Context: an optimization exercise on an open-source flow, tuned for small area, a short achievable clock period and few clock cycles. The choices shown serve that exercise and are no tape-out recipe. Function was checked by simulation only, so behaviour that the tests miss may differ from the original.

--- flow/config.mk ---
export PLATFORM = sky130hd
export DESIGN_NAME = cprq_core
export DESIGN_NICKNAME = cprq_core
export VERILOG_FILES = /design/flow/design.v
export SDC_FILE = /design/flow/constraint.sdc
export NUM_CORES = 4
export LEC_CHECK = 0
export CAP_MARGIN = 20
export CORE_MARGIN = 2
export CORE_UTILIZATION = 40
export SLEW_MARGIN = 20
--- flow/constraint.sdc ---
create_clock -name core_clock -period 34.0 [get_ports {clk}]
set_input_delay 6.8000 -clock core_clock [delete_from_list [all_inputs] [get_ports {clk}]]
set_output_delay 6.8000 -clock core_clock [all_outputs]
set_load 0.01 [all_outputs]
--- flow/design.v ---
module cprq_nl (
    input  wire [31:0] a,
    input  wire        odd,
    output wire [5:0]  nz
);
    wire [31:0] y = {a[30:0] ^ {31{a[31]}}, a[31]};
    wire [8:0] b = y[31:23];
    wire [63:0] t;
    assign t[0] = b > (odd ? 9'd20 : 9'd20);
    assign t[1] = b > (odd ? 9'd29 : 9'd29);
    assign t[2] = b > (odd ? 9'd36 : 9'd36);
    assign t[3] = b > (odd ? 9'd42 : 9'd42);
    assign t[4] = b > (odd ? 9'd47 : 9'd47);
    assign t[5] = b > (odd ? 9'd51 : 9'd51);
    assign t[6] = b > (odd ? 9'd55 : 9'd55);
    assign t[7] = b > (odd ? 9'd59 : 9'd59);
    assign t[8] = b > (odd ? 9'd63 : 9'd63);
    assign t[9] = b > (odd ? 9'd67 : 9'd67);
    assign t[10] = b > (odd ? 9'd70 : 9'd70);
    assign t[11] = b > (odd ? 9'd73 : 9'd73);
    assign t[12] = b > (odd ? 9'd76 : 9'd76);
    assign t[13] = b > (odd ? 9'd79 : 9'd79);
    assign t[14] = b > (odd ? 9'd82 : 9'd82);
    assign t[15] = b > (odd ? 9'd85 : 9'd85);
    assign t[16] = b > (odd ? 9'd88 : 9'd88);
    assign t[17] = b > (odd ? 9'd91 : 9'd91);
    assign t[18] = b > (odd ? 9'd93 : 9'd93);
    assign t[19] = b > (odd ? 9'd96 : 9'd96);
    assign t[20] = b > (odd ? 9'd98 : 9'd98);
    assign t[21] = b > (odd ? 9'd101 : 9'd101);
    assign t[22] = b > (odd ? 9'd103 : 9'd103);
    assign t[23] = b > (odd ? 9'd106 : 9'd106);
    assign t[24] = b > (odd ? 9'd108 : 9'd108);
    assign t[25] = b > (odd ? 9'd110 : 9'd110);
    assign t[26] = b > (odd ? 9'd113 : 9'd113);
    assign t[27] = b > (odd ? 9'd115 : 9'd115);
    assign t[28] = b > (odd ? 9'd117 : 9'd117);
    assign t[29] = b > (odd ? 9'd119 : 9'd119);
    assign t[30] = b > (odd ? 9'd122 : 9'd122);
    assign t[31] = b > (odd ? 9'd124 : 9'd124);
    assign t[32] = b > (odd ? 9'd126 : 9'd126);
    assign t[33] = b > (odd ? 9'd128 : 9'd128);
    assign t[34] = b > (odd ? 9'd130 : 9'd130);
    assign t[35] = b > (odd ? 9'd132 : 9'd132);
    assign t[36] = b > (odd ? 9'd134 : 9'd134);
    assign t[37] = b > (odd ? 9'd136 : 9'd136);
    assign t[38] = b > (odd ? 9'd138 : 9'd138);
    assign t[39] = b > (odd ? 9'd140 : 9'd140);
    assign t[40] = b > (odd ? 9'd142 : 9'd142);
    assign t[41] = b > (odd ? 9'd144 : 9'd144);
    assign t[42] = b > (odd ? 9'd146 : 9'd146);
    assign t[43] = b > (odd ? 9'd148 : 9'd148);
    assign t[44] = b > (odd ? 9'd150 : 9'd150);
    assign t[45] = b > (odd ? 9'd152 : 9'd152);
    assign t[46] = b > (odd ? 9'd154 : 9'd154);
    assign t[47] = b > (odd ? 9'd156 : 9'd156);
    assign t[48] = b > (odd ? 9'd158 : 9'd158);
    assign t[49] = b > (odd ? 9'd160 : 9'd160);
    assign t[50] = b > (odd ? 9'd162 : 9'd162);
    assign t[51] = b > (odd ? 9'd164 : 9'd164);
    assign t[52] = b > (odd ? 9'd166 : 9'd166);
    assign t[53] = b > (odd ? 9'd167 : 9'd167);
    assign t[54] = b > (odd ? 9'd169 : 9'd169);
    assign t[55] = b > (odd ? 9'd171 : 9'd171);
    assign t[56] = b > (odd ? 9'd173 : 9'd173);
    assign t[57] = b > (odd ? 9'd174 : 9'd174);
    assign t[58] = b > (odd ? 9'd180 : 9'd180);
    assign t[59] = 1'b0;    
    assign t[60] = 1'b0;    
    assign t[61] = 1'b0;    
    assign t[62] = 1'b0;    
    assign t[63] = 1'b0;    
    wire [5:0] c;    
    assign c[5] = t[31];
    reg b4;
    always @(*) begin
        case (c[5:5])
            1'd0: b4 = t[15];
            1'd1: b4 = t[47];
            default: b4 = 1'b0;
        endcase
    end
    assign c[4] = b4;
    reg b3;
    always @(*) begin
        case (c[5:4])
            2'd0: b3 = t[7];
            2'd1: b3 = t[23];
            2'd2: b3 = t[39];
            2'd3: b3 = t[55];
            default: b3 = 1'b0;
        endcase
    end
    assign c[3] = b3;
    reg b2;
    always @(*) begin
        case (c[5:3])
            3'd0: b2 = t[3];
            3'd1: b2 = t[11];
            3'd2: b2 = t[19];
            3'd3: b2 = t[27];
            3'd4: b2 = t[35];
            3'd5: b2 = t[43];
            3'd6: b2 = t[51];
            3'd7: b2 = t[59];
            default: b2 = 1'b0;
        endcase
    end
    assign c[2] = b2;
    reg b1;
    always @(*) begin
        case (c[5:2])
            4'd0: b1 = t[1];
            4'd1: b1 = t[5];
            4'd2: b1 = t[9];
            4'd3: b1 = t[13];
            4'd4: b1 = t[17];
            4'd5: b1 = t[21];
            4'd6: b1 = t[25];
            4'd7: b1 = t[29];
            4'd8: b1 = t[33];
            4'd9: b1 = t[37];
            4'd10: b1 = t[41];
            4'd11: b1 = t[45];
            4'd12: b1 = t[49];
            4'd13: b1 = t[53];
            4'd14: b1 = t[57];
            4'd15: b1 = t[61];
            default: b1 = 1'b0;
        endcase
    end
    assign c[1] = b1;
    reg b0;
    always @(*) begin
        case (c[5:1])
            5'd0: b0 = t[0];
            5'd1: b0 = t[2];
            5'd2: b0 = t[4];
            5'd3: b0 = t[6];
            5'd4: b0 = t[8];
            5'd5: b0 = t[10];
            5'd6: b0 = t[12];
            5'd7: b0 = t[14];
            5'd8: b0 = t[16];
            5'd9: b0 = t[18];
            5'd10: b0 = t[20];
            5'd11: b0 = t[22];
            5'd12: b0 = t[24];
            5'd13: b0 = t[26];
            5'd14: b0 = t[28];
            5'd15: b0 = t[30];
            5'd16: b0 = t[32];
            5'd17: b0 = t[34];
            5'd18: b0 = t[36];
            5'd19: b0 = t[38];
            5'd20: b0 = t[40];
            5'd21: b0 = t[42];
            5'd22: b0 = t[44];
            5'd23: b0 = t[46];
            5'd24: b0 = t[48];
            5'd25: b0 = t[50];
            5'd26: b0 = t[52];
            5'd27: b0 = t[54];
            5'd28: b0 = t[56];
            5'd29: b0 = t[58];
            5'd30: b0 = t[60];
            5'd31: b0 = t[62];
            default: b0 = 1'b0;
        endcase
    end
    assign c[0] = b0;
    reg [31:0] kc;
    always @(*) begin
        case ({odd, c})
            7'd0: kc = 32'd175665023;
            7'd64: kc = 32'd175665160;
            7'd1: kc = 32'd248775551;
            7'd65: kc = 32'd248775376;
            7'd2: kc = 32'd305114495;
            7'd66: kc = 32'd305114814;
            7'd3: kc = 32'd352814975;
            7'd67: kc = 32'd352814644;
            7'd4: kc = 32'd395020415;
            7'd68: kc = 32'd395020018;
            7'd5: kc = 32'd433342847;
            7'd69: kc = 32'd433342958;
            7'd6: kc = 32'd468738431;
            7'd70: kc = 32'd468738646;
            7'd7: kc = 32'd501829247;
            7'd71: kc = 32'd501829552;
            7'd8: kc = 32'd533047679;
            7'd72: kc = 32'd533047582;
            7'd9: kc = 32'd562707071;
            7'd73: kc = 32'd562706700;
            7'd10: kc = 32'd591044735;
            7'd74: kc = 32'd591044338;
            7'd11: kc = 32'd618244991;
            7'd75: kc = 32'd618244816;
            7'd12: kc = 32'd644453759;
            7'd76: kc = 32'd644453402;
            7'd13: kc = 32'd669789311;
            7'd77: kc = 32'd669789590;
            7'd14: kc = 32'd694350719;
            7'd78: kc = 32'd694350230;
            7'd15: kc = 32'd718217855;
            7'd79: kc = 32'd718218108;
            7'd16: kc = 32'd741461375;
            7'd80: kc = 32'd741461174;
            7'd17: kc = 32'd764139647;
            7'd81: kc = 32'd764139562;
            7'd18: kc = 32'd786303359;
            7'd82: kc = 32'd786303262;
            7'd19: kc = 32'd807997055;
            7'd83: kc = 32'd807997570;
            7'd20: kc = 32'd829259903;
            7'd84: kc = 32'd829259974;
            7'd21: kc = 32'd850126463;
            7'd85: kc = 32'd850126404;
            7'd22: kc = 32'd870627455;
            7'd86: kc = 32'd870627318;
            7'd23: kc = 32'd890788991;
            7'd87: kc = 32'd890789270;
            7'd24: kc = 32'd910636415;
            7'd88: kc = 32'd910636474;
            7'd25: kc = 32'd930191999;
            7'd89: kc = 32'd930192356;
            7'd26: kc = 32'd949476479;
            7'd90: kc = 32'd949476446;
            7'd27: kc = 32'd968505983;
            7'd91: kc = 32'd968505924;
            7'd28: kc = 32'd987299711;
            7'd92: kc = 32'd987299536;
            7'd29: kc = 32'd1005871487;
            7'd93: kc = 32'd1005871338;
            7'd30: kc = 32'd1024235135;
            7'd94: kc = 32'd1024235388;
            7'd31: kc = 32'd1042404479;
            7'd95: kc = 32'd1042404968;
            7'd32: kc = 32'd1060391807;
            7'd96: kc = 32'd1060391788;
            7'd33: kc = 32'd1078207103;
            7'd97: kc = 32'd1078207566;
            7'd34: kc = 32'd1095861887;
            7'd98: kc = 32'd1095861672;
            7'd35: kc = 32'd1113364607;
            7'd99: kc = 32'd1113365044;
            7'd36: kc = 32'd1130725247;
            7'd100: kc = 32'd1130724706;
            7'd37: kc = 32'd1147951487;
            7'd101: kc = 32'd1147950816;
            7'd38: kc = 32'd1165050239;
            7'd102: kc = 32'd1165050402;
            7'd39: kc = 32'd1182030719;
            7'd103: kc = 32'd1182030492;
            7'd40: kc = 32'd1198897535;
            7'd104: kc = 32'd1198897334;
            7'd41: kc = 32'd1215657599;
            7'd105: kc = 32'd1215657956;
            7'd42: kc = 32'd1232316287;
            7'd106: kc = 32'd1232316268;
            7'd43: kc = 32'd1248878207;
            7'd107: kc = 32'd1248877732;
            7'd44: kc = 32'd1265347199;
            7'd108: kc = 32'd1265347036;
            7'd45: kc = 32'd1281726335;
            7'd109: kc = 32'd1281726524;
            7'd46: kc = 32'd1298017919;
            7'd110: kc = 32'd1298017756;
            7'd47: kc = 32'd1314221951;
            7'd111: kc = 32'd1314222296;
            7'd48: kc = 32'd1330337663;
            7'd112: kc = 32'd1330337018;
            7'd49: kc = 32'd1346358911;
            7'd113: kc = 32'd1346358800;
            7'd50: kc = 32'd1362276479;
            7'd114: kc = 32'd1362276706;
            7'd51: kc = 32'd1378073471;
            7'd115: kc = 32'd1378073556;
            7'd52: kc = 32'd1393716863;
            7'd116: kc = 32'd1393716544;
            7'd53: kc = 32'd1409147519;
            7'd117: kc = 32'd1409147876;
            7'd54: kc = 32'd1424245631;
            7'd118: kc = 32'd1424245716;
            7'd55: kc = 32'd1438737023;
            7'd119: kc = 32'd1438737486;
            7'd56: kc = 32'd1451822975;
            7'd120: kc = 32'd1451822644;
            7'd57: kc = 32'd1459618175;
            7'd121: kc = 32'd1459617974;
            7'd58: kc = 32'd1509949823;
            7'd122: kc = 32'd1509949830;
            default: kc = 32'hffffffff;
        endcase
    end
    wire [5:0] f = c + {5'd0, y > kc};
    wire [5:0] lim = odd ? 6'd57 : 6'd58;
    assign nz = (f > lim) ? 6'd1 : (odd ? 6'd58 - f : 6'd59 - f);
endmodule
module cprq_div3_26 (
    input  wire [25:0] x,
    output wire [25:0] q,
    output wire [1:0] r
);
    function [3:0] step;    
        input [1:0] ri;
        input [1:0] d;
        begin
            case ({ri, d})
                4'd0: step = {2'd0, 2'd0};
                4'd1: step = {2'd0, 2'd1};
                4'd2: step = {2'd0, 2'd2};
                4'd3: step = {2'd1, 2'd0};
                4'd4: step = {2'd1, 2'd1};
                4'd5: step = {2'd1, 2'd2};
                4'd6: step = {2'd2, 2'd0};
                4'd7: step = {2'd2, 2'd1};
                4'd8: step = {2'd2, 2'd2};
                4'd9: step = {2'd3, 2'd0};
                4'd10: step = {2'd3, 2'd1};
                4'd11: step = {2'd3, 2'd2};
                default: step = 4'd0;
            endcase
        end
    endfunction
    wire [1:0] rr [0:13];
    assign rr[13] = 2'd0;
    genvar i;
    generate
        for (i = 12; i >= 0; i = i - 1) begin : g_step
            wire [3:0] o = step(rr[i+1], x[2*i+1:2*i]);
            assign q[2*i+1:2*i] = o[3:2];
            assign rr[i] = o[1:0];
        end
    endgenerate
    assign r = rr[0];
endmodule
module cprq_div25_12 (
    input  wire [4:0] ri,
    input  wire [11:0] x,
    output wire [11:0] q,
    output wire [4:0] r
);
    function [6:0] step;    
        input [4:0] ri;
        input [1:0]  dg;
        begin
            case ({ri, dg})
                7'd0: step = {2'd0, 5'd0};
                7'd1: step = {2'd0, 5'd1};
                7'd2: step = {2'd0, 5'd2};
                7'd3: step = {2'd0, 5'd3};
                7'd4: step = {2'd0, 5'd4};
                7'd5: step = {2'd0, 5'd5};
                7'd6: step = {2'd0, 5'd6};
                7'd7: step = {2'd0, 5'd7};
                7'd8: step = {2'd0, 5'd8};
                7'd9: step = {2'd0, 5'd9};
                7'd10: step = {2'd0, 5'd10};
                7'd11: step = {2'd0, 5'd11};
                7'd12: step = {2'd0, 5'd12};
                7'd13: step = {2'd0, 5'd13};
                7'd14: step = {2'd0, 5'd14};
                7'd15: step = {2'd0, 5'd15};
                7'd16: step = {2'd0, 5'd16};
                7'd17: step = {2'd0, 5'd17};
                7'd18: step = {2'd0, 5'd18};
                7'd19: step = {2'd0, 5'd19};
                7'd20: step = {2'd0, 5'd20};
                7'd21: step = {2'd0, 5'd21};
                7'd22: step = {2'd0, 5'd22};
                7'd23: step = {2'd0, 5'd23};
                7'd24: step = {2'd0, 5'd24};
                7'd25: step = {2'd1, 5'd0};
                7'd26: step = {2'd1, 5'd1};
                7'd27: step = {2'd1, 5'd2};
                7'd28: step = {2'd1, 5'd3};
                7'd29: step = {2'd1, 5'd4};
                7'd30: step = {2'd1, 5'd5};
                7'd31: step = {2'd1, 5'd6};
                7'd32: step = {2'd1, 5'd7};
                7'd33: step = {2'd1, 5'd8};
                7'd34: step = {2'd1, 5'd9};
                7'd35: step = {2'd1, 5'd10};
                7'd36: step = {2'd1, 5'd11};
                7'd37: step = {2'd1, 5'd12};
                7'd38: step = {2'd1, 5'd13};
                7'd39: step = {2'd1, 5'd14};
                7'd40: step = {2'd1, 5'd15};
                7'd41: step = {2'd1, 5'd16};
                7'd42: step = {2'd1, 5'd17};
                7'd43: step = {2'd1, 5'd18};
                7'd44: step = {2'd1, 5'd19};
                7'd45: step = {2'd1, 5'd20};
                7'd46: step = {2'd1, 5'd21};
                7'd47: step = {2'd1, 5'd22};
                7'd48: step = {2'd1, 5'd23};
                7'd49: step = {2'd1, 5'd24};
                7'd50: step = {2'd2, 5'd0};
                7'd51: step = {2'd2, 5'd1};
                7'd52: step = {2'd2, 5'd2};
                7'd53: step = {2'd2, 5'd3};
                7'd54: step = {2'd2, 5'd4};
                7'd55: step = {2'd2, 5'd5};
                7'd56: step = {2'd2, 5'd6};
                7'd57: step = {2'd2, 5'd7};
                7'd58: step = {2'd2, 5'd8};
                7'd59: step = {2'd2, 5'd9};
                7'd60: step = {2'd2, 5'd10};
                7'd61: step = {2'd2, 5'd11};
                7'd62: step = {2'd2, 5'd12};
                7'd63: step = {2'd2, 5'd13};
                7'd64: step = {2'd2, 5'd14};
                7'd65: step = {2'd2, 5'd15};
                7'd66: step = {2'd2, 5'd16};
                7'd67: step = {2'd2, 5'd17};
                7'd68: step = {2'd2, 5'd18};
                7'd69: step = {2'd2, 5'd19};
                7'd70: step = {2'd2, 5'd20};
                7'd71: step = {2'd2, 5'd21};
                7'd72: step = {2'd2, 5'd22};
                7'd73: step = {2'd2, 5'd23};
                7'd74: step = {2'd2, 5'd24};
                7'd75: step = {2'd3, 5'd0};
                7'd76: step = {2'd3, 5'd1};
                7'd77: step = {2'd3, 5'd2};
                7'd78: step = {2'd3, 5'd3};
                7'd79: step = {2'd3, 5'd4};
                7'd80: step = {2'd3, 5'd5};
                7'd81: step = {2'd3, 5'd6};
                7'd82: step = {2'd3, 5'd7};
                7'd83: step = {2'd3, 5'd8};
                7'd84: step = {2'd3, 5'd9};
                7'd85: step = {2'd3, 5'd10};
                7'd86: step = {2'd3, 5'd11};
                7'd87: step = {2'd3, 5'd12};
                7'd88: step = {2'd3, 5'd13};
                7'd89: step = {2'd3, 5'd14};
                7'd90: step = {2'd3, 5'd15};
                7'd91: step = {2'd3, 5'd16};
                7'd92: step = {2'd3, 5'd17};
                7'd93: step = {2'd3, 5'd18};
                7'd94: step = {2'd3, 5'd19};
                7'd95: step = {2'd3, 5'd20};
                7'd96: step = {2'd3, 5'd21};
                7'd97: step = {2'd3, 5'd22};
                7'd98: step = {2'd3, 5'd23};
                7'd99: step = {2'd3, 5'd24};
                default: step = {2'd0, 5'd0};
            endcase
        end
    endfunction
    wire [4:0] rr [0:6];
    assign rr[6] = ri;
    genvar i;
    generate
        for (i = 5; i >= 0; i = i - 1) begin : g_step
            wire [6:0] o = step(rr[i+1], x[2*i+1:2*i]);
            assign q[2*i+1:2*i] = o[6:5];
            assign rr[i] = o[4:0];
        end
    endgenerate
    assign r = rr[0];
endmodule
module cprq_alt_enc (
    input  wire        present,
    input  wire [31:0] w,
    output wire [11:0] ac
);
    wire signed [23:0] x = w[31:8];
    wire        neg = w[7] ? (x < -24'sd1013) : (x < -24'sd1012);
    wire        big = w[7] ? (x > 24'sd50186) : (x > 24'sd50187);
    wire [15:0] k;
    cprq_add #(.W(16)) u_add (.a(w[23:8]), .b(16'd1012), .ci(w[7]), .s(k));
    wire [11:0] q;
    wire [4:0]  r_unused;
    cprq_div25_12 u_div (.ri({1'b0, k[15:12]}), .x(k[11:0]), .q(q), .r(r_unused));
    wire [10:0] idx = neg ? 11'd0 : big ? 11'd2047 : q[10:0];
    assign ac = present ? {idx[10:4], 1'b1, idx[3:0]} : 12'h000;
endmodule
module cprq_ss_cmp (
    input  wire [31:0] w,
    output wire        gt
);
    wire [30:0] x = w[30:0] ^ {31{w[31]}};    
    assign gt = (x > 31'd256000) | (w[31] & (x == 31'd256000));
endmodule
module cprq_vel_enc (
    input  wire        present,
    input  wire [31:0] w,
    input  wire        ss,
    output wire [10:0] code
);
    wire [30:0] x   = w[30:0] ^ {31{w[31]}};    
    wire        big = |x[30:20];
    wire [20:0] t   = {1'b0, x[19:0]} + (ss ? 21'd1536 : 21'd384) + {20'd0, w[31]};
    wire        sat = big | (ss ? t[20] : |t[20:18]);
    wire [9:0]  mag = sat ? 10'd1023 : (ss ? t[19:10] : t[17:8]);
    assign code = present ? {w[31], mag} : 11'h000;
endmodule
module cprq_vr_enc (
    input  wire        present,
    input  wire [31:0] w,
    output wire [9:0]  code
);
    wire [30:0] x   = w[30:0] ^ {31{w[31]}};
    wire [24:0] t   = {1'b0, x[23:0]} + 25'd24576 + {24'd0, w[31]};
    wire        sat = (|x[30:24]) | t[24] | t[23];
    wire [8:0]  mag = sat ? 9'd511 : t[22:14];
    assign code = present ? {w[31], mag} : 10'h000;
endmodule
module cprq_lat_even (
    input  wire [31:0] a,
    output wire [23:0] s,
    output wire [8:0]  er
);
    wire [25:0] y  = {a[31], a[31:7]} + 26'd1 + {25'd0, a[6]};
    wire [25:0] yb = y + 26'h1800000;                   
    wire [25:0] q;
    wire [1:0]  r;
    cprq_div3_26 u_div (.x(yb), .q(q), .r(r));
    assign s  = {~q[23], q[22:0]};                      
    assign er = {r, ~a[6], a[5:0]};                     
endmodule
module cprq_zq_mul (
    input  wire [5:0]  n,
    input  wire [31:0] w,
    output wire [28:0] u
);
    wire signed [37:0] p = $signed(w) * $signed({1'b0, n}) + 38'sd11520;
    assign u = p[37:9];
endmodule
module cprq_zq_div (
    input  wire [28:0] u,
    output wire [16:0] code
);
    function [2:0] m5;           
        input [3:0] x;
        begin
            case (x)
                4'd0: m5 = 3'd0;
                4'd1: m5 = 3'd1;
                4'd2: m5 = 3'd2;
                4'd3: m5 = 3'd3;
                4'd4: m5 = 3'd4;
                4'd5: m5 = 3'd0;
                4'd6: m5 = 3'd1;
                4'd7: m5 = 3'd2;
                4'd8: m5 = 3'd3;
                4'd9: m5 = 3'd4;
                4'd10: m5 = 3'd0;
                4'd11: m5 = 3'd1;
                4'd12: m5 = 3'd2;
                4'd13: m5 = 3'd3;
                4'd14: m5 = 3'd4;
                4'd15: m5 = 3'd0;
                default: m5 = 3'd0;
            endcase
        end
    endfunction
    function [2:0] a5;           
        input [2:0] a, b;
        begin
            case ({a, b})
                6'd0: a5 = 3'd0;
                6'd1: a5 = 3'd1;
                6'd2: a5 = 3'd2;
                6'd3: a5 = 3'd3;
                6'd4: a5 = 3'd4;
                6'd8: a5 = 3'd1;
                6'd9: a5 = 3'd2;
                6'd10: a5 = 3'd3;
                6'd11: a5 = 3'd4;
                6'd12: a5 = 3'd0;
                6'd16: a5 = 3'd2;
                6'd17: a5 = 3'd3;
                6'd18: a5 = 3'd4;
                6'd19: a5 = 3'd0;
                6'd20: a5 = 3'd1;
                6'd24: a5 = 3'd3;
                6'd25: a5 = 3'd4;
                6'd26: a5 = 3'd0;
                6'd27: a5 = 3'd1;
                6'd28: a5 = 3'd2;
                6'd32: a5 = 3'd4;
                6'd33: a5 = 3'd0;
                6'd34: a5 = 3'd1;
                6'd35: a5 = 3'd2;
                6'd36: a5 = 3'd3;
                default: a5 = 3'd0;
            endcase
        end
    endfunction
    function [3:0] m9;           
        input [5:0] x;
        begin
            case (x)
                6'd0: m9 = 4'd0;
                6'd1: m9 = 4'd1;
                6'd2: m9 = 4'd2;
                6'd3: m9 = 4'd3;
                6'd4: m9 = 4'd4;
                6'd5: m9 = 4'd5;
                6'd6: m9 = 4'd6;
                6'd7: m9 = 4'd7;
                6'd8: m9 = 4'd8;
                6'd9: m9 = 4'd0;
                6'd10: m9 = 4'd1;
                6'd11: m9 = 4'd2;
                6'd12: m9 = 4'd3;
                6'd13: m9 = 4'd4;
                6'd14: m9 = 4'd5;
                6'd15: m9 = 4'd6;
                6'd16: m9 = 4'd7;
                6'd17: m9 = 4'd8;
                6'd18: m9 = 4'd0;
                6'd19: m9 = 4'd1;
                6'd20: m9 = 4'd2;
                6'd21: m9 = 4'd3;
                6'd22: m9 = 4'd4;
                6'd23: m9 = 4'd5;
                6'd24: m9 = 4'd6;
                6'd25: m9 = 4'd7;
                6'd26: m9 = 4'd8;
                6'd27: m9 = 4'd0;
                6'd28: m9 = 4'd1;
                6'd29: m9 = 4'd2;
                6'd30: m9 = 4'd3;
                6'd31: m9 = 4'd4;
                6'd32: m9 = 4'd5;
                6'd33: m9 = 4'd6;
                6'd34: m9 = 4'd7;
                6'd35: m9 = 4'd8;
                6'd36: m9 = 4'd0;
                6'd37: m9 = 4'd1;
                6'd38: m9 = 4'd2;
                6'd39: m9 = 4'd3;
                6'd40: m9 = 4'd4;
                6'd41: m9 = 4'd5;
                6'd42: m9 = 4'd6;
                6'd43: m9 = 4'd7;
                6'd44: m9 = 4'd8;
                6'd45: m9 = 4'd0;
                6'd46: m9 = 4'd1;
                6'd47: m9 = 4'd2;
                6'd48: m9 = 4'd3;
                6'd49: m9 = 4'd4;
                6'd50: m9 = 4'd5;
                6'd51: m9 = 4'd6;
                6'd52: m9 = 4'd7;
                6'd53: m9 = 4'd8;
                6'd54: m9 = 4'd0;
                6'd55: m9 = 4'd1;
                6'd56: m9 = 4'd2;
                6'd57: m9 = 4'd3;
                6'd58: m9 = 4'd4;
                6'd59: m9 = 4'd5;
                6'd60: m9 = 4'd6;
                6'd61: m9 = 4'd7;
                6'd62: m9 = 4'd8;
                6'd63: m9 = 4'd0;
                default: m9 = 4'd0;
            endcase
        end
    endfunction
    function [3:0] a9;           
        input [3:0] a, b;
        begin
            case ({a, b})
                8'd0: a9 = 4'd0;
                8'd1: a9 = 4'd1;
                8'd2: a9 = 4'd2;
                8'd3: a9 = 4'd3;
                8'd4: a9 = 4'd4;
                8'd5: a9 = 4'd5;
                8'd6: a9 = 4'd6;
                8'd7: a9 = 4'd7;
                8'd8: a9 = 4'd8;
                8'd16: a9 = 4'd1;
                8'd17: a9 = 4'd2;
                8'd18: a9 = 4'd3;
                8'd19: a9 = 4'd4;
                8'd20: a9 = 4'd5;
                8'd21: a9 = 4'd6;
                8'd22: a9 = 4'd7;
                8'd23: a9 = 4'd8;
                8'd24: a9 = 4'd0;
                8'd32: a9 = 4'd2;
                8'd33: a9 = 4'd3;
                8'd34: a9 = 4'd4;
                8'd35: a9 = 4'd5;
                8'd36: a9 = 4'd6;
                8'd37: a9 = 4'd7;
                8'd38: a9 = 4'd8;
                8'd39: a9 = 4'd0;
                8'd40: a9 = 4'd1;
                8'd48: a9 = 4'd3;
                8'd49: a9 = 4'd4;
                8'd50: a9 = 4'd5;
                8'd51: a9 = 4'd6;
                8'd52: a9 = 4'd7;
                8'd53: a9 = 4'd8;
                8'd54: a9 = 4'd0;
                8'd55: a9 = 4'd1;
                8'd56: a9 = 4'd2;
                8'd64: a9 = 4'd4;
                8'd65: a9 = 4'd5;
                8'd66: a9 = 4'd6;
                8'd67: a9 = 4'd7;
                8'd68: a9 = 4'd8;
                8'd69: a9 = 4'd0;
                8'd70: a9 = 4'd1;
                8'd71: a9 = 4'd2;
                8'd72: a9 = 4'd3;
                8'd80: a9 = 4'd5;
                8'd81: a9 = 4'd6;
                8'd82: a9 = 4'd7;
                8'd83: a9 = 4'd8;
                8'd84: a9 = 4'd0;
                8'd85: a9 = 4'd1;
                8'd86: a9 = 4'd2;
                8'd87: a9 = 4'd3;
                8'd88: a9 = 4'd4;
                8'd96: a9 = 4'd6;
                8'd97: a9 = 4'd7;
                8'd98: a9 = 4'd8;
                8'd99: a9 = 4'd0;
                8'd100: a9 = 4'd1;
                8'd101: a9 = 4'd2;
                8'd102: a9 = 4'd3;
                8'd103: a9 = 4'd4;
                8'd104: a9 = 4'd5;
                8'd112: a9 = 4'd7;
                8'd113: a9 = 4'd8;
                8'd114: a9 = 4'd0;
                8'd115: a9 = 4'd1;
                8'd116: a9 = 4'd2;
                8'd117: a9 = 4'd3;
                8'd118: a9 = 4'd4;
                8'd119: a9 = 4'd5;
                8'd120: a9 = 4'd6;
                8'd128: a9 = 4'd8;
                8'd129: a9 = 4'd0;
                8'd130: a9 = 4'd1;
                8'd131: a9 = 4'd2;
                8'd132: a9 = 4'd3;
                8'd133: a9 = 4'd4;
                8'd134: a9 = 4'd5;
                8'd135: a9 = 4'd6;
                8'd136: a9 = 4'd7;
                default: a9 = 4'd0;
            endcase
        end
    endfunction
    function [33:0] csa;         
        input [16:0] a, b, c;
        begin
            csa = {((a & b) | (a & c) | (b & c)), a ^ b ^ c};
        end
    endfunction
    wire [2:0] n0 = m5(u[3:0]);
    wire [2:0] n1 = m5(u[7:4]);
    wire [2:0] n2 = m5(u[11:8]);
    wire [2:0] n3 = m5(u[15:12]);
    wire [2:0] n4 = m5(u[19:16]);
    wire [2:0] n5 = m5(u[23:20]);
    wire [2:0] n6 = m5(u[27:24]);
    wire [2:0] n01 = a5(n0, n1);
    wire [2:0] n23 = a5(n2, n3);
    wire [2:0] n45 = a5(n4, n5);
    wire [2:0] n6s = a5(n6, {u[28], 2'b00});
    wire [2:0] n03 = a5(n01, n23);
    wire [2:0] n47 = a5(n45, n6s);
    wire [2:0] r5  = a5(n03, n47);
    wire [3:0] k0 = m9(u[5:0]);
    wire [3:0] k1 = m9(u[11:6]);
    wire [3:0] k2 = m9(u[17:12]);
    wire [3:0] k3 = m9(u[23:18]);
    wire [3:0] k4 = m9({2'b00, u[27:24]});
    wire [3:0] k01 = a9(k0, k1);
    wire [3:0] k23 = a9(k2, k3);
    wire [3:0] k4s = a9(k4, {2'b00, u[28], 1'b0});
    wire [3:0] k03 = a9(k01, k23);
    wire [3:0] r9  = a9(k03, k4s);
    reg [16:0] rinv;             
    always @(*) begin
        rinv = 17'd0;
        case ({r5, r9})
            {3'd0, 4'd0}: rinv = 17'd0;
            {3'd0, 4'd1}: rinv = 17'd58254;
            {3'd0, 4'd2}: rinv = 17'd116508;
            {3'd0, 4'd3}: rinv = 17'd43690;
            {3'd0, 4'd4}: rinv = 17'd101944;
            {3'd0, 4'd5}: rinv = 17'd29127;
            {3'd0, 4'd6}: rinv = 17'd87381;
            {3'd0, 4'd7}: rinv = 17'd14563;
            {3'd0, 4'd8}: rinv = 17'd72817;
            {3'd1, 4'd0}: rinv = 17'd52428;
            {3'd1, 4'd1}: rinv = 17'd110683;
            {3'd1, 4'd2}: rinv = 17'd37865;
            {3'd1, 4'd3}: rinv = 17'd96119;
            {3'd1, 4'd4}: rinv = 17'd23301;
            {3'd1, 4'd5}: rinv = 17'd81555;
            {3'd1, 4'd6}: rinv = 17'd8738;
            {3'd1, 4'd7}: rinv = 17'd66992;
            {3'd1, 4'd8}: rinv = 17'd125246;
            {3'd2, 4'd0}: rinv = 17'd104857;
            {3'd2, 4'd1}: rinv = 17'd32039;
            {3'd2, 4'd2}: rinv = 17'd90294;
            {3'd2, 4'd3}: rinv = 17'd17476;
            {3'd2, 4'd4}: rinv = 17'd75730;
            {3'd2, 4'd5}: rinv = 17'd2912;
            {3'd2, 4'd6}: rinv = 17'd61166;
            {3'd2, 4'd7}: rinv = 17'd119421;
            {3'd2, 4'd8}: rinv = 17'd46603;
            {3'd3, 4'd0}: rinv = 17'd26214;
            {3'd3, 4'd1}: rinv = 17'd84468;
            {3'd3, 4'd2}: rinv = 17'd11650;
            {3'd3, 4'd3}: rinv = 17'd69905;
            {3'd3, 4'd4}: rinv = 17'd128159;
            {3'd3, 4'd5}: rinv = 17'd55341;
            {3'd3, 4'd6}: rinv = 17'd113595;
            {3'd3, 4'd7}: rinv = 17'd40777;
            {3'd3, 4'd8}: rinv = 17'd99032;
            {3'd4, 4'd0}: rinv = 17'd78643;
            {3'd4, 4'd1}: rinv = 17'd5825;
            {3'd4, 4'd2}: rinv = 17'd64079;
            {3'd4, 4'd3}: rinv = 17'd122333;
            {3'd4, 4'd4}: rinv = 17'd49516;
            {3'd4, 4'd5}: rinv = 17'd107770;
            {3'd4, 4'd6}: rinv = 17'd34952;
            {3'd4, 4'd7}: rinv = 17'd93206;
            {3'd4, 4'd8}: rinv = 17'd20388;
            default: rinv = 17'd0;
        endcase
    end
    wire [16:0] x  = u[16:0];
    wire [16:0] t0 = x;
    wire [16:0] t1 = x << 2;
    wire [16:0] t2 = x << 5;
    wire [16:0] t3 = ~(x << 7);       
    wire [16:0] t4 = x << 12;
    wire [16:0] t5 = x << 14;
    wire [33:0] c1 = csa(t0, t1, t2);
    wire [33:0] c2 = csa(t3, t4, t5);
    wire [33:0] c3 = csa(c1[16:0], {c1[32:17], 1'b1}, c2[16:0]);    
    wire [33:0] c4 = csa(c3[16:0], {c3[32:17], 1'b0}, {c2[32:17], 1'b0});
    wire [33:0] c5 = csa(c4[16:0], {c4[32:17], 1'b0}, rinv);
    cprq_add #(.W(17)) u_add (.a(c5[16:0]), .b({c5[32:17], 1'b0}), .ci(1'b0), .s(code));
endmodule
module cprq_add #(parameter W = 16, parameter L = 5) (    
    input  wire [W-1:0] a,
    input  wire [W-1:0] b,
    input  wire         ci,
    output wire [W-1:0] s
);
    wire [W:0] g0 = {a & b, ci};
    wire [W:0] p0 = {a ^ b, 1'b0};
    wire [W:0] g [0:L];
    wire [W:0] p [0:L];
    assign g[0] = g0;
    assign p[0] = p0;
    genvar k, i;
    generate
        for (k = 0; k < L; k = k + 1) begin : g_lvl
            for (i = 0; i <= W; i = i + 1) begin : g_bit
                if (((i >> k) & 1) == 1) begin : g_comb
                    localparam integer J = ((i >> k) << k) - 1;    
                    assign g[k+1][i] = g[k][i] | (p[k][i] & g[k][J]);
                    assign p[k+1][i] = p[k][i] & p[k][J];
                end else begin : g_pass
                    assign g[k+1][i] = g[k][i];
                    assign p[k+1][i] = p[k][i];
                end
            end
        end
    endgenerate
    assign s = (a ^ b) ^ g[L][W-1:0];
endmodule
module cprq_core (
    input  wire         clk,
    input  wire         rst,             
    input  wire         cmd_valid,
    output reg          cmd_ready,
    input  wire [31:0]  cmd_hdr,
    input  wire [31:0]  cmd_addr,
    input  wire [31:0]  cmd_a,
    input  wire [31:0]  cmd_b,
    input  wire [31:0]  cmd_c,
    output reg          rsp_valid,
    input  wire         rsp_ready,
    output reg  [1:0]   rsp_status,
    output reg          rsp_f0v,
    output reg          rsp_f1v,
    output reg  [111:0] rsp_frame0,
    output wire [111:0] rsp_frame1,
    output reg          crc_req_valid,
    input  wire         crc_req_ready,
    output reg  [87:0]  crc_req_msg,
    input  wire         crc_rsp_valid,
    output reg          crc_rsp_ready,
    input  wire [23:0]  crc_rsp_val
);
    localparam [1:0] OP_MKPOS = 2'b01,
                     OP_MKALT = 2'b10,
                     OP_MKVEL = 2'b11;
    localparam [4:0] TYPE_ALT = 5'd0,
                     TYPE_POS = 5'd17,
                     TYPE_VEL = 5'd19;
    localparam [2:0] P0 = 3'd0, P1 = 3'd1, P2 = 3'd2, P3 = 3'd3, P4 = 3'd4;
    reg [2:0]  ph;
    reg [6:0]  c_hdr;
    reg [23:0] c_addr;
    reg [31:0] c_a, c_b, c_c;
    reg [28:0] zq_r;        
    reg [5:0]  nz;
    reg        m_wait;      
    reg        m_slot;      
    reg        m_last;      
    reg [59:0] nmsg;
    reg        n_v;
    reg        n_slot;
    reg        n_last;
    reg [58:0] f1_lo;       
    assign rsp_frame1 = {rsp_frame0[111:59] & {53{rsp_f1v}}, f1_lo};
    wire [1:0] op      = c_hdr[1:0];
    wire [1:0] variant = c_hdr[3:2];
    wire       pa      = c_hdr[4];
    wire       pb      = c_hdr[5];
    wire       pc      = c_hdr[6];
    wire       is_err  = (op == 2'b00) || (variant == 2'b11);
    wire       is_pos  = (op == OP_MKPOS) && (variant != 2'b11);
    wire [7:0] fb      = (variant == 2'b01) ? 8'h95 : 8'h92;
    wire       imf     = (variant == 2'b10);
    wire [11:0] ac;
    wire        ss, ss_a, ss_b;
    wire [10:0] ens, eew;
    wire [9:0]  evr;
    cprq_alt_enc u_alt (.present(pc), .w(c_c), .ac(ac));
    cprq_ss_cmp  u_ssa (.w(c_a), .gt(ss_a));
    cprq_ss_cmp  u_ssb (.w(c_b), .gt(ss_b));
    assign ss = (pa & ss_a) | (pb & ss_b);
    cprq_vel_enc u_ns  (.present(pa), .w(c_a), .ss(ss), .code(ens));
    cprq_vel_enc u_ew  (.present(pb), .w(c_b), .ss(ss), .code(eew));
    cprq_vr_enc  u_vr  (.present(pc), .w(c_c), .code(evr));
    wire [23:0] se_w;
    wire [8:0]  er_unused;
    cprq_lat_even u_late (.a(c_a), .s(se_w), .er(er_unused));
    wire        nl_odd = (ph == P2);
    wire [5:0]  nz_w;
    cprq_nl u_nl (.a(c_a), .odd(nl_odd), .nz(nz_w));
    wire        zq_lat = (ph == P1);
    wire [28:0] zq_u;
    cprq_zq_mul u_zq1 (.n(zq_lat ? 6'd59 : nz), .w(zq_lat ? c_a : c_b), .u(zq_u));
    wire [16:0] xz_w;
    cprq_zq_div u_zq2 (.u(zq_r), .code(xz_w));
    wire [31:0] head   = {fb, c_addr};
    wire [55:0] me_pos = {TYPE_POS, 2'b00, imf, c_c[11:0], 1'b0, 1'b0, c_c[28:12], xz_w};
    wire [55:0] me_alt = {TYPE_ALT, 2'b00, imf, ac, 1'b0, 1'b0, 34'd0};
    wire [2:0]  st     = ss ? 3'd2 : 3'd1;
    wire [55:0] me_vel = {TYPE_VEL, st, imf, 4'b0000, eew, ens, 1'b1, evr, 2'b00, 8'h00};
    wire [87:0] first_msg = {head, is_pos ? me_pos : (op == OP_MKALT) ? me_alt : me_vel};
    wire [32:0] short_pay = (op == OP_MKVEL) ? {ss, eew, ens, evr} : {21'd0, ac};
    wire [1:0]  n_var  = nmsg[59:58];
    wire        n_imf  = (n_var == 2'b10);
    wire [32:0] n_pay  = nmsg[32:0];
    wire [55:0] n_alt  = {TYPE_ALT, 2'b00, n_imf, n_pay[11:0], 1'b0, 1'b0, 34'd0};
    wire [55:0] n_vel  = {TYPE_VEL, n_pay[32] ? 3'd2 : 3'd1, n_imf, 4'b0000, n_pay[31:21],
                          n_pay[20:10], 1'b1, n_pay[9:0], 2'b00, 8'h00};
    wire [87:0] n_msg  = {(n_var == 2'b01) ? 8'h95 : 8'h92, nmsg[56:33], nmsg[57] ? n_vel : n_alt};
    wire ans       = m_wait && crc_rsp_valid && crc_rsp_ready;
    wire msg_free  = !(crc_req_valid || m_wait) || ans;
    wire n_to_m    = n_v && msg_free;                        
    wire n_free    = !n_v || n_to_m;
    wire short_rdy = (ph == P1) && !is_pos && !is_err;       
    wire pos_rdy   = (ph == P3);                             
    wire c_to_m    = (short_rdy || pos_rdy) && msg_free && !n_v;
    wire c_to_n    = short_rdy && !c_to_m && n_free;
    wire odd_to_n  = (ph == P4) && n_free;
    wire err_done  = (ph == P1) && is_err && !crc_req_valid && !m_wait && !n_v && !rsp_valid;
    wire rsp_take  = rsp_valid && rsp_ready;
    wire last_ans  = ans && m_last;
    wire n_v_n     = (c_to_n || odd_to_n) || (n_v && !n_to_m);
    reg [2:0] ph_n;
    always @(*) begin
        ph_n = ph;
        case (ph)
            P0: ph_n = P0;
            P1: if (is_pos) ph_n = P2;
                else if (c_to_m || c_to_n || err_done) ph_n = P0;
            P2: ph_n = P3;
            P3: if (c_to_m) ph_n = P4;
            P4: if (odd_to_n) ph_n = P0;
            default: ph_n = P0;
        endcase
        if (cmd_valid && cmd_ready)
            ph_n = P1;
    end
    always @(posedge clk) begin
        if (rst) begin
            ph            <= P0;
            cmd_ready     <= 1'b0;
            crc_req_valid <= 1'b0;
            m_wait        <= 1'b0;
            n_v           <= 1'b0;
            rsp_valid     <= 1'b0;
            crc_rsp_ready <= 1'b0;
        end else begin
            ph        <= ph_n;
            cmd_ready <= (ph_n == P0) || ((ph_n == P4) && !n_v_n);
            if (crc_req_valid && crc_req_ready) begin
                crc_req_valid <= 1'b0;
                m_wait        <= 1'b1;
            end
            if (ans)
                m_wait <= 1'b0;
            if (n_to_m || c_to_m)
                crc_req_valid <= 1'b1;
            n_v <= n_v_n;
            if (rsp_take)
                rsp_valid <= 1'b0;
            if (last_ans || err_done)
                rsp_valid <= 1'b1;
            crc_rsp_ready <= !((last_ans || err_done) || (rsp_valid && !rsp_take));
        end
        if (cmd_ready) begin
            c_hdr  <= cmd_hdr[6:0];
            c_addr <= cmd_addr[23:0];
            c_a    <= cmd_a;
            c_b    <= cmd_b;
            c_c    <= cmd_c;
        end else begin
            if (ph == P1 && is_pos) begin
                c_c[28:0] <= {se_w[16:0], ac};
                nz    <= nz_w;
                zq_r  <= zq_u;
            end
            if (ph == P2) begin
                nz    <= nz_w;
                c_a[16:0] <= xz_w;
                zq_r  <= zq_u;
            end
            if (ph == P3 && c_to_m)
                zq_r  <= zq_u;
        end
        if (odd_to_n) begin
            nmsg[34:0] <= {1'b1, c_a[16:0], xz_w};
            n_slot <= 1'b1;
            n_last <= 1'b1;
        end else if (c_to_n) begin
            nmsg   <= {variant, op == OP_MKVEL, c_addr, short_pay};
            n_slot <= 1'b0;
            n_last <= 1'b1;
        end
        if (n_to_m) begin
            if (!n_slot)
                crc_req_msg[87:35] <= n_msg[87:35];
            crc_req_msg[34:0] <= n_slot ? nmsg[34:0] : n_msg[34:0];
            m_slot      <= n_slot;
            m_last      <= n_last;
        end else if (c_to_m) begin
            crc_req_msg <= first_msg;
            m_slot      <= 1'b0;
            m_last      <= !is_pos;
        end
        if (ans) begin
            if (m_slot) begin
                f1_lo   <= {crc_req_msg[34:0], crc_rsp_val};
                rsp_f1v <= 1'b1;
            end else begin
                rsp_frame0 <= {crc_req_msg, crc_rsp_val};
                rsp_f0v    <= 1'b1;
                f1_lo      <= 59'd0;
                rsp_f1v    <= 1'b0;
            end
            rsp_status <= 2'b00;
        end
        if (err_done) begin
            rsp_frame0 <= 112'd0;
            f1_lo      <= 59'd0;
            rsp_f0v    <= 1'b0;
            rsp_f1v    <= 1'b0;
            rsp_status <= (op == 2'b00) ? 2'b10 : 2'b01;
        end
    end
endmodule
--- flow/flow/run.sh ---
#!/bin/bash
# Own layout flow: the standard flow (standard.sh) with
#  - synthesis through flow/synth.tcl: the standard flow's script, but ABC maps with an
#    area-recovering script at a realistic delay target; no full-adder
#    extraction and yosys's own carry-lookahead mapping (registers unchanged);
#  - timing repair aiming below the 34 ns constraint (SETUP_SLACK_MARGIN),
#    so that the achieved period is short. The SDC is the standard flow's, unchanged;
#  - every port still gets its buffer, but a plain buf_1 (BUFFER_PORTS_ARGS)
#    instead of the delay cell buffer_ports picks by default;
#  - clock tree built from clkbuf_8 (CTS_BUF_LIST) instead of clkbuf_16.
# Every tool's output goes to the ORFS logs under orfs/logs; make's own
# output goes to flow_make.log in this folder.
set -euo pipefail
W=$PWD
export FLOW_ABC_DELAY_PS=6000
bash standard.sh \
  SYNTH_SCRIPT=$W/flow/synth.tcl \
  ADDER_MAP_FILE= \
  SYNTH_OPERATIONS_ARGS=-nofsm \
  SETUP_SLACK_MARGIN=24.8 \
  CTS_BUF_LIST=sky130_fd_sc_hd__clkbuf_8 \
  'BUFFER_PORTS_ARGS=-buffer_cell sky130_fd_sc_hd__buf_1' \
  finish > $W/flow_make.log 2>&1
--- flow/flow/synth.tcl ---
# The standard flow's synthesis script (synth_recipe.tcl) with one change: ABC maps with
# yosys's own area-recovering script at a realistic delay target instead of
# ORFS's fixed minimum-delay script. Registers are mapped before ABC, exactly
# as in the standard synthesis.
proc synth {args} { yosys synth -nofsm -noshare {*}$args }
proc abc {args} {
  set out {}
  set skip 0
  foreach a $args {
    if {$skip} { set skip 0; continue }
    if {$a eq "-script" || $a eq "-D"} { set skip 1; continue }
    lappend out $a
  }
  yosys abc {*}$out -D $::env(FLOW_ABC_DELAY_PS)
}
source $::env(SCRIPTS_DIR)/synth.tcl
# left out here: clear keep_hierarchy, flatten, clean up, hide names made inside functions, write 1_2_yosys.v
--- flow/standard.sh ---
#!/bin/bash
# synth_recipe.tcl (not shown) runs the flow's synth.tcl, then flattens the netlist and writes it again
# the make line also repeats each setting of config.mk as NAME=value (left out here)
make -C /OpenROAD-flow-scripts/flow DESIGN_CONFIG=/design/flow/config.mk WORK_HOME=/design/flow/orfs CLKGATE_MAP_FILE= SYNTH_SCRIPT=/design/flow/synth_recipe.tcl "${@:-finish}"
==> results of run 1 <==
through the flow:
step | worst slack [ns] | hold WS (ns)
floorplan | 24.66 | 0.426
global placement | 21.05 | 0.432
detailed placement | 21.24 | 0.431
CTS | 24.80 | 0.448
global route | 24.69 | 0.454
finish | 24.82 | 0.448
worst max-delay path, delay by kind of cell (launching register included):
kind                   cells  cell delay (ns)
buffers and inverters     10             1.52
flip-flops                 1             0.38
AO/OA/AOI/OAI             12             3.27
XOR/XNOR                   3             0.39
AND/OR/NAND/NOR           15             3.29
cells in the mapped netlist (32+ instances only):
cell type	n	area [um^2]
or2_2	41	257
a221oi_1	34	298
o211ai_1	50	375
a22o_1	74	648
nand3_1	135	676
maj3_1	73	731
nor3_1	158	791
o21ai_0	386	1930
and3_1	46	288
xnor2_1	339	2970
o21a_1	52	390
o22ai_1	57	357
buf_4	32	240
nor2b_1	53	332
nor2_1	615	2310
a21oi_1	480	2400
dfxtp_1	215	4300
edfxtp_1	303	9100
a211oi_1	51	383
a31oi_1	87	544
xor2_1	175	1530
nand2b_1	75	469
nand2_1	790	2970
o31ai_1	44	330
clkbuf_1	257	965
inv_1	149	559
and2_1	100	626
mux2i_1	77	771
final timing paths:
kind	from	to	slack (ns)	depth (start not counted)
max	c_a[31]	nz[2]	24.82	40
min	c_addr[7]	nmsg[40]	0.45	0
max reg2reg	c_a[31]	nz[2]	24.82	40
min reg2reg	c_addr[7]	nmsg[40]	0.45	0
cells by family after synthesis:
group                      Yosys count
adders and majority gates           75
and+or+nand+nor                   2190
AOI/OAI and AO/OA                 1724
xor gates and xnor gates           538
other                                2
DFF                                518
buffers and inverters              486
muxes                               98
sequential cells by signal, summed over array words and instances (netlist names), 6 cells and up:
register / count
nmsg: 60
crc_req_msg: 78
c_hdr: 7
c_b: 32
c_a: 32
nz: 6
f1_lo: 59
zq_r: 29
c_addr: 24
c_c: 32
rsp_frame0: 103
layout make-up:
class / count / share of cell area, %
sequential: 518 / 25.5
antenna: 10 / 0.0474
multi-input combinational: 4649 / 57.9
timing repair buffer: 727 / 8.19
clock buffer: 114 / 2.97
clock inverter: 59 / 1.02
inverter: 151 / 1.08
tap: 1403 / 3.33
what timing repair did:
| item | in CTS | in global routing |
|---|---|---|
| endpoints found under the setup margin | 84 | 72 |
| gates cloned | 15 | 4 |
| gates resized for setup | 245 | 201 |
| buffers inserted | 81 | 92 |
| hold endpoints to repair | 0 | 0 |
| pin swaps | 54 | 76 |
layer usage:
layer	part of all wire [%]	GRT usage (%)
met1	41	39.8
met2	44	47.4
met3	9.5	6.66
met4	5.1	13.0
met5	0.024	0
==> run notes, run 1 <==
### Outcome
* complete, no violations — run status

### Floorplanning
* 334 um — die span in x
* 510 — ports placed on the boundary
* 111,000 um^2 — floorplan die area
* 108,000 um^2 — Placeable Area
* 40.5% — initial standard-cell utilization of the core
* 334 um — die height
* 120 — total number of placement rows

### Drt
* 5,042 — starting DRC count in detailed routing
* 0 — DRC Markers
* 178,000 um — Total Wirelength
* 46,400 — via count
* 23.3 um — mean routed wirelength per cell
* 6.08 — drt via density
* 9 — drt pass-1 iters
* 0 — post-detailed-route count of antenna-violating nets

### STA
* 1.25 ns — actual slew at the worst max-slew pin
* 0.109 GHz — maximum clock rate
* true — setup repair after global routing missed its margin
* 0 — Hold Fails Final Rpt
* 9.18 ns — minimum clock period after layout
* 16.3% — Relative slew margins
* 0.0703 ns — worst clock skew
* 27.0% — Final Cycle Share
* 0 — total count of max-transition violations in the final report
* 0 ns — setup TNS
* 0 — final setup fails

### GRT
* 41,400 — number of global-route vias before repair
* 261,000 um — wire length of the first global-routing pass
* 16 — antenna violations before repair
* 30.2% — GR Util All Layers
* 0 — global route overflow
* 103 — largest net degree at the start of global routing

### Critical path
* flop to flop — Crit Path Category
* a221oi_1 — critical-path cell with the highest stage delay
* buf_12 — Critical Path Most Common Cell
* 34.49 ns — Data required, critical path
* 7 — Max FO, Critical Path
* flop — CP endpoint kind
* 0.72 ns — Slowest Stage Delay on Critical Path
* 9.66 ns — Worst Path Arrival
* flop — crit start category

### Job
* 0 — max-capacitance violation count

### Logic synthesis
* 518 — flip-flop and latch count after synthesis
* 7.73 um^2 — mean area per synthesized cell
* 26.0% — Compound-Gate Fraction of Synth Area
* 30.8% — share of synthesized area occupied by flip-flops and latches
* 5,631 — cell count after synthesis
* 7 — Ys Warns
* 2.32% — portion of netlist area occupied by mux cells
* compound AO/OA/AOI/OAI gates — largest family of logic cells by synthesized area
* 303 — Post-synth EDFFs
* 1.73% — fraction of the mapped netlist area in adder cells
* 0% — fraction of registers with async set/reset
* 23.0% — simple logic cell fraction of the synthesized area
* edfxtp_1 — primary flip-flop cell chosen by synthesis mapping
* 120 — number of distinct library cells after synthesis
* 11.5% — post-synthesis share of cell area spent on xor and xnor gates
* 43,500 um^2 — post-synthesis instance area

### Finish
* 6,331 — count of nets after finishing
* 13,400 um^2 — register cell area after layout
* 10,500 — final-layout fill cell count
* nand2_1 — most common library cell in the layout ignoring fill and taps
* 21.3% — Area growth syn-to-layout
* 7,631 — number of standard cells in the final layout excluding fillers
* 49.1% — post-layout util
* 30,600 um^2 — multi-input combinational cell area
* 52,800 um^2 — area of all placed cells without fillers
* 14.0% — share of layout cells above drive strength 1
* nand2_1, nor2_1, buf_1, a21oi_1, o21ai_0 — commonest cells after routing, fill and taps aside

### Clock tree
* 3 — depth of the CTS H-tree
* 518 — CTS sink cnt
* 94 — clock buffer count from CTS
* 0.80 ns — worst skew pair latency
* clkbuf_8 — root buffer cell
* 0.07 ns — post-CTS clock slew at the launch and capture registers of the worst setup and hold paths
* 0 — number of buffers inserted by hold repair at cts
* yes — TritonCTS clock tree
* 3 — largest buffer count on any clock path

### Place
* 128,000 um — dpl hpwl
* 0.973 — final weighted congestion of routability-driven global placement
* 456 — PortBufs
* 46,600 um^2 — cell area after placement
* 7,256 — Cell Count Post-Placement

### Min path
* flop to flop — Hold/Removal Path Class

Testbench counts, summed over its fixed seeds: cycles 4,802.
==> run 2, diff against run 1 <==
--- a/flow/flow/run.sh
+++ b/flow/flow/run.sh
@@ -8,5 +8,5 @@
 #  - every port still gets its buffer, but a plain buf_1 (BUFFER_PORTS_ARGS)
 #    instead of the delay cell buffer_ports picks by default;
-#  - clock tree built from clkbuf_8 (CTS_BUF_LIST) instead of clkbuf_16.
+#  - clock tree built from clkbuf_4 and clkbuf_8 (CTS_BUF_LIST) instead of clkbuf_16.
 # Every tool's output goes to the ORFS logs under orfs/logs; make's own
 # output goes to flow_make.log in this folder.
@@ -18,6 +18,6 @@
   ADDER_MAP_FILE= \
   SYNTH_OPERATIONS_ARGS=-nofsm \
-  SETUP_SLACK_MARGIN=24.8 \
-  CTS_BUF_LIST=sky130_fd_sc_hd__clkbuf_8 \
+  SETUP_SLACK_MARGIN=25.0 \
+  'CTS_BUF_LIST=sky130_fd_sc_hd__clkbuf_4 sky130_fd_sc_hd__clkbuf_8' \
   'BUFFER_PORTS_ARGS=-buffer_cell sky130_fd_sc_hd__buf_1' \
   finish > $W/flow_make.log 2>&1
==> run notes, run 2 <==
### Logic synthesis
* nand2_1 — count leader, synth
* 43,500 um^2 — post-synthesis instance area
* 5,631 — cell count after synthesis
* nand2_1, nor2_1, a21oi_1 — most instantiated cells after synthesis
* 120 — number of distinct library cells after synthesis
* 7 — Ys Warns
* 0% — fraction of registers with async set/reset
* 30.8% — share of synthesized area occupied by flip-flops and latches
* 20.9% — fraction of synthesized cell area taken by the top area cell type
* edfxtp_1, dfxtp_1, xnor2_1, nand2_1, a21oi_1 — cell types with the largest area share after synthesis
* 7.73 um^2 — mean area per synthesized cell
* edfxtp_1 — primary flip-flop cell chosen by synthesis mapping
* edfxtp_1 — post-synthesis cell type with the largest combined area
* 518 — flip-flop and latch count after synthesis
* 303 — Post-synth EDFFs

### Drt
* 0 — DRC Markers
* 46,500 — via count
* 23.2 um — mean routed wirelength per cell
* 6.10 — drt via density
* 10 — drt pass-1 iters
* 0 — post-detailed-route count of antenna-violating nets
* 4,858 — starting DRC count in detailed routing
* 177,000 um — Total Wirelength

### Finish
* 21.6% — Area growth syn-to-layout
* 49.2% — post-layout util
* nand2_1, nor2_1, buf_1, a21oi_1, o21ai_0 — commonest cells after routing, fill and taps aside
* 103 — flip-flop count of the largest register, all copies and words added
* nand2_1 — most common library cell in the layout ignoring fill and taps
* 10,500 — final-layout fill cell count
* rsp_frame0 — register containing the most flip-flops in the final layout
* 14.6% — share of layout cells above drive strength 1
* rsp_frame0 (103), crc_req_msg (78), nmsg (60) — Largest regs
* 7,634 — number of standard cells in the final layout excluding fillers
* 6,339 — count of nets after finishing

### Clock tree
* 0.07 ns — post-CTS clock slew at the launch and capture registers of the worst setup and hold paths
* 91 — clock buffer count from CTS
* 3 — largest buffer count on any clock path
* 0.79 ns — worst skew pair latency
* clkbuf_8 — root buffer cell
* yes — TritonCTS clock tree
* 3 — depth of the CTS H-tree
* 0 — number of buffers inserted by hold repair at cts
* 518 — CTS sink cnt

### Critical path
* 0.53 ns — Slowest Stage Delay on Critical Path
* or4_4 — critical-path cell with the highest stage delay
* flop to flop — Crit Path Category
* buf_12 — Critical Path Most Common Cell
* flop — crit start category
* 40 — Reg2Reg Depth
* flop — CP endpoint kind
* 6 — Max FO, Critical Path
* compound AO/OA/AOI/OAI gates — kind of cell adding the most delay to the critical path
* nz[1] — RR Endpoint
* 25.02 ns — register-to-register setup slack
* c_a[31] — startpoint of the lowest-slack register-to-register path
* 9.47 ns — Worst Path Arrival
* 8 — buffer and inverter count on the worst path
* 34.49 ns — Data required, critical path

### Job
* 0 — max-capacitance violation count

### Floorplanning
* 510 — ports placed on the boundary
* 111,000 um^2 — floorplan die area
* 108,000 um^2 — Placeable Area
* 40.5% — initial standard-cell utilization of the core
* 334 um — die span in x
* 120 — total number of placement rows
* 334 um — die height

### STA
* true — setup repair after global routing missed its margin
* 1.12 ns — actual slew at the worst max-slew pin
* 26.4% — Final Cycle Share
* 0.111 GHz — maximum clock rate
* 0 ns — setup TNS
* 0 — Hold Fails Final Rpt
* 0.447 ns — Worst Hold Slack
* 0 — total count of max-transition violations in the final report
* 0.0901 ns — worst clock skew
* 24.5% — Relative slew margins
* 8.98 ns — minimum clock period after layout
* 0 — final setup fails

### Place
* 128,000 um — dpl hpwl
* 7,262 — Cell Count Post-Placement
* 0.978 — final weighted congestion of routability-driven global placement
* 456 — PortBufs

### Min path
* nmsg[52] — hold worst-path end
* 0 — Hold Path Depth
* flop to flop — Hold/Removal Path Class
* c_addr[19] — Hold Startpoint

### GRT
* 131 — largest net degree at the start of global routing
* 29.9% — GR Util All Layers
* 13 — antenna violations before repair
* 0 — global route overflow
* 41,900 — number of global-route vias before repair
* 260,000 um — wire length of the first global-routing pass

### Outcome
* complete, no violations — run status

-- run 2: metrics by stage --
step / cell area, um^2 / worst slack [ns]
6_report: 52900 / 25.02
5_1_grt: 52900 / 24.73
4_1_cts: 51100 / 24.96
3_5_place_dp: 46800 / 21.80
3_3_place_gp: 46700 / 21.52
2_1_floorplan: 44000 / 24.66
-- run 2: worst max path at each step --
| stage | start | end | slack (ns) | depth (start not counted) |
|---|---|---|---|---|
| after floorplan | crc_rsp_valid | u_zq2.k2[2] | 24.66 | 16 |
| after global placement | c_a[31] | nz[5] | 21.52 | 38 |
| after detailed placement | c_a[31] | nz[2] | 21.80 | 38 |
| after CTS | c_a[31] | nz[5] | 24.96 | 39 |
| after global routing | c_a[31] | nz[1] | 24.73 | 40 |
| final | c_a[31] | nz[1] | 25.02 | 40 |
-- run 2: cells by family after synthesis --
family / synth area share [%]
buffers and inverters: 4.64
AO/OA/AOI/OAI: 26.0
multiplexers: 2.32
flip-flops: 30.8
XOR/XNOR: 11.5
adder cells (fa/ha/maj): 1.73
AND/OR/NAND/NOR: 23.0
other: 0.0173
-- run 2: final cells by class --
class                      count  area [um^2]  area share [%]
antenna                        7         17.5          0.0331
clock buffer                 133         1690            3.19
clock inverter                35          417           0.787
inverter                     151          572            1.08
multi-input combinational   4649        30700            57.9
sequential                   518        13400            25.4
tap                         1403         1760            3.32
timing repair buffer         738         4400            8.31
-- run 2: repair_timing --
item / CTS / global route
buffers inserted: 82 / 99
resized for setup: 249 / 210
pin swaps: 45 / 90
cloned: 10 / 4
endpoints found under the setup margin: 95 / 67
-- run 2: metal layers --
metal | vias to the layer above | share of wire, % | track usage (%)
met5 | - | 0.019 | 0
met4 | 6 | 5.1 | 14.2
met3 | 470 | 9.8 | 6.36
met2 | 2446 | 44 | 46.2
met1 | 22100 | 41 | 39.9
li1 | 21500 | - | -

afterwards: timing with drivers on the ports:
No port has a modelled driver above. Below, the same layouts with a new extraction and two added sets of constraints. Step 1 sets driving cells, clkbuf_16 on the clock port and buf_2 on the other inputs (assumed; they add their load-dependent delay and slew). Step 2, shift: input delay + t, output delay - t, t = (earliest + latest rising clock arrival at the registers) / 2. This alone moves slack from input paths to output paths. Three values: ideal ports, drivers, drivers and shift; two values: the first two.
run	t, ns	setup slack, ns	pins driven straight from the clock port
run 1	0.834	24.825 / 24.825 / 24.080	1
run 2	0.814	25.023 / 25.023 / 24.276	1
After both steps every run listed still meets setup and hold. For run 2, which loses most, drivers alone change the setup slack by 0.000 ns; drivers and shift together by -0.747 ns.
